What follows belongs to an exercise in optimizing a design on an open flow for small area, a short achievable clock period and few clock cycles per item; a production flow would make more cautious choices. Where RTL was checked, it was by simulation tests only, not by an equivalence proof against the original.

## aes256_cbc
module aes256_cbc #(
  parameter [127:0] IV0 = 128'h0102030405060708090a0b0c0d0e0f10
) (
  input  wire         clk,
  input  wire         rst,         
  input  wire         in_valid,
  output wire         in_ready,
  input  wire [1:0]   in_op,
  input  wire         in_first,
  input  wire [127:0] in_data,
  input  wire [255:0] in_key,
  output wire         out_valid,
  input  wire         out_ready,
  output wire [127:0] out_data,
  output wire [1:0]   out_err
);
Size: roughly 11000 cells after synthesis, ~1300 flip-flops.
Settings: LEC_CHECK=0, CAP_MARGIN=30, CORE_MARGIN=2, CORE_UTILIZATION=45, CTS_BUF_LIST=sky130_fd_sc_hd__clkbuf_8, PLACE_DENSITY=0.6, SETUP_SLACK_MARGIN=4.75, SLEW_MARGIN=35, SYNTH_HIERARCHICAL=1, SYNTH_MINIMUM_KEEP_SIZE=0; clock period 11.0 ns.
run.sh (not shown) runs the stock make flow with config.mk's settings and CLKGATE_MAP_FILE= SYNTH_SCRIPT=/design/flow/synth_recipe.tcl, a recipe that flattens the netlist after the stock synthesis.
The baseline produced a clean layout.
==> next run, changes <==
SETUP_SLACK_MARGIN = 4.5   (was 4.75)
Result: The new run passed the timing, DRC and antenna checks; area after synthesis stays the same; final cell count shrinks by 0.90%; count of clock-buffer cells in the layout is unchanged; design area shrinks by 2.5%.
No functional check of the RTL was part of any run of this note.

========
Another version of the RTL of aes256_cbc (not shown whole).
Size: about 11000 cells after synthesis, roughly 1300 flip-flops, about 520 I/O pins, ~100000 µm² of cells after synthesis.
clock: 11.0 ns
lec_check: 0
cap_margin: 20
core_margin: 2
core_utilization: 45
place_density: 0.6
setup_slack_margin: 2
slew_margin: 20
synth_hierarchical: 1
synth_minimum_keep_size: 0
tns_end_percent: 10
The baseline went through all stages and came out clean.
Change:
--- a/flow/config.mk
+++ b/flow/config.mk
@@ -16 +15,0 @@
-export TNS_END_PERCENT = 10
Wire length hardly moves.
Worst setup slack improves by 0.20 ns.
Final cell count barely changes.
Sequential share of layout area hardly moves.
No run of this note included a check of the RTL's function; only the layout flow was run.

========
## P
Another version of the RTL of aes256_cbc (not shown whole).
Size: roughly 1,300 flip-flops, ~520 I/O pins.
export LEC_CHECK = 0
export CAP_MARGIN = 30
export CORE_MARGIN = 2
export CORE_UTILIZATION = 40
export CTS_BUF_LIST = sky130_fd_sc_hd__clkbuf_8
export PLACE_DENSITY = 0.6
export SETUP_SLACK_MARGIN = 4.75
export SLEW_MARGIN = 35
export SYNTH_HIERARCHICAL = 1
export SYNTH_MINIMUM_KEEP_SIZE = 0
create_clock -name core_clock -period 11.0 [get_ports {clk}]
standard.sh (not shown) runs the stock make flow with config.mk's settings and CLKGATE_MAP_FILE= SYNTH_SCRIPT=/design/flow/synth_recipe.tcl, a recipe that flattens the netlist after the stock synthesis.
==> flow/flow/run.sh <==
#!/bin/bash
# The standard layout (the standard.sh, ORFS synthesis to final), with one change: the port
# buffers that global placement inserts are the smallest buffer cell instead of ORFS's default
# pick (a 4-stage delay buffer). Every port still gets its buffer.
set -euo pipefail
bash standard.sh 'BUFFER_PORTS_ARGS=-buffer_cell sky130_fd_sc_hd__buf_1' finish > standard_flow.log 2>&1
Testbench counts of P, summed over its fixed seeds: cycles 11,896, items 842.
For Q, these inputs were changed with respect to P:
diff --git a/flow/config.mk b/flow/config.mk
--- a/flow/config.mk
+++ b/flow/config.mk
@@ -10 +10 @@
-export CORE_UTILIZATION = 40
+export CORE_UTILIZATION = 45
--- outcome ---
- Taking P as the reference, in Q initial antenna violation count increased 5; die area lower.
- Compared to P, Q has starting density of the core 5.1 points higher.
- Area after synthesis: Q vs P identical
- Result for P and Q: all clean
The inputs of R differ from those of Q as listed below.
diff --git a/flow/config.mk b/flow/config.mk
--- a/flow/config.mk
+++ b/flow/config.mk
@@ -13 +13 @@
-export SETUP_SLACK_MARGIN = 4.75
+export SETUP_SLACK_MARGIN = 4.5
==> run notes <==
Tightest hold margin: R higher than Q
Delta (R minus Q): global-route wire length before repair shows a reduction of 1.3%, total count of max-transition violations in the final report now sits at about the same level.
Min count of clock-net buffers in the final layout across R and Q: R
Area of the multi-input gates was higher in the run labelled Q.
[R] critical path depth rose about 4.3% relative to Q
Compared to Q, the router laid down less metal wire for R.
Between Q and R, fraction of the cycle the final worst path needs increased.
Setup changes, R to S
diff --git a/flow/config.mk b/flow/config.mk
--- a/flow/config.mk
+++ b/flow/config.mk
@@ -11,0 +12,2 @@
+export CTS_CLUSTER_DIAMETER = 60
+export CTS_CLUSTER_SIZE = 14
@@ -13 +15 @@
-export SETUP_SLACK_MARGIN = 4.5
+export SETUP_SLACK_MARGIN = 4.75
## What came out
The flow did not stop early for S: all stages ran, and the layout cleared the timing, DRC and antenna checks. Looking only at latest clock arrival within the worst-skew pair, and setting everything else aside, the lower value of R and S goes to S. For pin count of the biggest net entering global routing, dividing the value from S by the value from R gives 1.3. Taking R as the reference, in S routed metal-1 wirelength went up by about 1.7%; wire length reported by the detailed router grew by 6900 µm.

========
Setup of run A:
aes256_cbc, a different RTL version from the one above (not shown whole).
Size: ~1300 flip-flops, about 520 I/O pins.
Design aes256_cbc, start of the top module:
module aes256_cbc #(
  parameter [127:0] IV0 = 128'h0102030405060708090a0b0c0d0e0f10
) (
  input  wire         clk,
  input  wire         rst,         
  input  wire         in_valid,
  output wire         in_ready,
  input  wire [1:0]   in_op,
  input  wire         in_first,
  input  wire [127:0] in_data,
  input  wire [255:0] in_key,
  output wire         out_valid,
  input  wire         out_ready,
  output wire [127:0] out_data,
  output wire [1:0]   out_err
);
  localparam [1:0] OP_KEXP = 2'd0, OP_ENC = 2'd1, OP_DEC = 2'd2, OP_ILL = 2'd3;
  localparam [1:0] E_NONE = 2'd0, E_ILLEGAL = 2'd1, E_NOKEY = 2'd2;
  reg         busy;           
  reg [1:0]   err;            
  reg [3:0]   rnd;            
  reg         aesv;           
  reg         ovalid;
  reg [127:0] obuf;           
  reg [1:0]   oerr;
  reg [127:0] state;
  reg [127:0] chain;          
  reg [127:0] mask;           
  reg [255:0] k0;             
  reg [255:0] kn;             
  reg         kn_pending;     
  reg [255:0] w;              
  reg  enc, dec, kexp;        
  wire is_enc  = enc;
  wire is_dec  = dec;
  wire is_kexp = kexp;
  reg         parked;         
  wire at_end  = busy && !parked &&
                 (is_enc ? (rnd == 4'd14) : is_dec ? (rnd == 4'd0) : 1'b1);
  wire done    = at_end || (busy && parked);
  wire fin     = done && (!ovalid || out_ready);
  wire park    = at_end && !fin;
  assign in_ready  = !ovalid && (!busy || done) && !(in_op == OP_DEC && kn_pending);
  assign out_valid = ovalid;
  assign out_data  = obuf;
  assign out_err   = oerr;
  ...
clock: 11.0 ns
lec_check: 0
cap_margin: 30
core_margin: 2
core_utilization: 45
cts_buf_list: sky130_fd_sc_hd__clkbuf_8
place_density: 0.6
setup_slack_margin: 4.75
slew_margin: 35
synth_hierarchical: 1
synth_minimum_keep_size: 0
run.sh (not shown) runs the stock make flow with config.mk's settings and CLKGATE_MAP_FILE= SYNTH_SCRIPT=/design/flow/synth_recipe.tcl, a recipe that flattens the netlist after the stock synthesis.
Stock flow here: none of the scripts above is used.
No stage failed in run A, and the final checks on the layout all came back clean.
Testbench counts of run A, summed over its fixed seeds: cycles 11,896, items 842.
Setup changes, run A to run B
==> flow/flow/run.sh (new file) <==
#!/bin/bash
# The standard layout (the standard.sh, ORFS synthesis to final), with one change: the port
# buffers that global placement inserts are the smallest buffer cell instead of ORFS's default
# pick (a 4-stage delay buffer). Every port still gets its buffer.
set -euo pipefail
bash standard.sh 'BUFFER_PORTS_ARGS=-buffer_cell sky130_fd_sc_hd__buf_1' finish > standard_flow.log 2>&1
==> flow/standard.sh (new file) <==
#!/bin/bash
# synth_recipe.tcl (not shown) runs the flow's synth.tcl, then flattens the netlist and writes it again
# the make line also repeats each setting of config.mk as NAME=value (left out here)
make -C /OpenROAD-flow-scripts/flow DESIGN_CONFIG=/design/flow/config.mk WORK_HOME=/design/flow/orfs CLKGATE_MAP_FILE= SYNTH_SCRIPT=/design/flow/synth_recipe.tcl "${@:-finish}"
removed: flow/run.sh
Notes after the runs:
Diff run A -> run B: initial antenna violation count went up by 64%; number of search-and-repair iterations in the first detailed-routing pass down 1; design area fell by 0.0034 mm². Wire length after detailed routing (run B vs. run A) decreases slightly. Looking only at setup slack after layout, and setting everything else aside, the higher value of run A and run B goes to run A. Across both runs, number of nets in the finished design was lower for run B than for run A.
diff inputs: run B => run C
- a change of SETUP_SLACK_MARGIN from 4.75 to 4.5
==> flow/run.sh (new file) <==
#!/bin/bash
# synth_recipe.tcl (not shown) runs the flow's synth.tcl, then flattens the netlist and writes it again
# the make line also repeats each setting of config.mk as NAME=value (left out here)
make -C /OpenROAD-flow-scripts/flow DESIGN_CONFIG=/design/flow/config.mk WORK_HOME=/design/flow/orfs CLKGATE_MAP_FILE= SYNTH_SCRIPT=/design/flow/synth_recipe.tcl finish
removed: flow/flow/run.sh
removed: flow/standard.sh
[summary]
Summary of the comparison: total non-filler cell area in the finished layout is higher in run C, relative to run B. Critical path depth for run C: 19 down relative to run B. Relative to run B, core utilization of the finished layout has increased by 0.29 points in run C. Summary: with run B as the reference, weighted congestion at the end of routability-driven global placement in run C moved down slightly. Going from run B to run C, setup slack went down by 260 ps; detailed-route wire length went up by 0.96%; average wire length per cell after detail routing went up by 1.6%; violation count after the first detailed-routing iteration went down by 90.

========
Another version of the RTL of aes256_cbc (not shown whole).
Size in the first run: roughly 520 I/O pins, ~0.11 sq mm of cells after synthesis.
Settings: LEC_CHECK=0, CAP_MARGIN=30, CORE_MARGIN=2, CORE_UTILIZATION=45, CTS_BUF_LIST=sky130_fd_sc_hd__clkbuf_8, PLACE_DENSITY=0.6, SETUP_SLACK_MARGIN=4.5, SLEW_MARGIN=35, SYNTH_HIERARCHICAL=1, SYNTH_MINIMUM_KEEP_SIZE=0; clock period 11.0 ns.
Stock flow here: none of the scripts above is used.
The first run produced a clean layout.
Testbench counts at the start, summed over its fixed seeds: cycles 11,896, items 842.
Next try:
--- a/flow/config.mk
+++ b/flow/config.mk
@@ -9,5 +9,4 @@
 export CORE_MARGIN = 2
 export CORE_UTILIZATION = 45
-export CTS_BUF_LIST = sky130_fd_sc_hd__clkbuf_8
 export PLACE_DENSITY = 0.6
 export SETUP_SLACK_MARGIN = 4.5
Outcome: Non-clock buffer count goes down by 17; hold slack is about the same; fmax goes down slightly; register-to-register slack gets worse by 0.04 ns; count of clock-buffer cells in the layout goes down by 61; cell count goes down slightly; wire length is about the same; worst setup slack gets worse by 0.041 ns.

re-timing with driven ports:
Ports are ideal in the flow. The routed layouts listed here were re-timed in OpenROAD. Step 1 assumes that a clkbuf_16 drives the clock port and a buf_2 every other input. Step 2, shift: input delay + t, output delay - t, t = (earliest + latest rising clock arrival at the registers) / 2. This alone moves slack from input paths to output paths. Three values: no drivers, after step 1, after step 2; two values: the first two.
run | t (ns) | setup slack, ns | worst setup path at the end | clock arrival spread, ns | worst register clock-pin slew, ns
the first run of note 1 | 1.152 | 4.633 / 4.688 / 3.536 | input to register | 0.099 / 0.099 | 0.08 / 0.08
the second run of note 1 | 1.149 | 4.372 / 4.424 / 3.274 | input to register | 0.101 / 0.101 | 0.08 / 0.08
the first run of note 2 | 0.947 | 2.061 / 2.061 / 2.061 | register to register | 0.077 / 0.078 | 0.07 / 0.07
the second run of note 2 | 0.939 | 2.263 / 2.263 / 2.263 | register to register | 0.048 / 0.048 | 0.07 / 0.07
P | 1.166 | 4.826 / 4.826 / 4.395 | input to register | 0.119 / 0.120 | 0.08 / 0.08
Q | 1.157 | 4.936 / 4.936 / 4.169 | input to register | 0.136 / 0.136 | 0.07 / 0.07
R | 1.135 | 4.571 / 4.571 / 4.366 | input to register | 0.099 / 0.099 | 0.08 / 0.08
S | 1.085 | 4.839 / 4.839 / 4.134 | input to register | 0.092 / 0.093 | 0.11 / 0.11
run A | 1.179 | 4.795 / 4.661 / 3.726 | input to register | 0.080 / 0.079 | 0.08 / 0.08
run B | 1.153 | 4.783 / 4.783 / 4.098 | input to register | 0.125 / 0.125 | 0.07 / 0.07
run C | 1.146 | 4.525 / 4.418 / 3.477 | input to register | 0.135 / 0.135 | 0.09 / 0.09
the first run of note 5 | 1.153 | 4.686 / 4.589 / 3.626 | input to register | 0.101 / 0.101 | 0.08 / 0.08
the second run of note 5 | 0.955 | 4.645 / 4.573 / 3.646 | input to register | 0.082 / 0.082 | 0.07 / 0.07
After both steps every run listed still meets setup and hold. For the second run of note 1, which loses most, drivers alone change the setup slack by +0.052 ns; drivers and shift together by -1.098 ns.
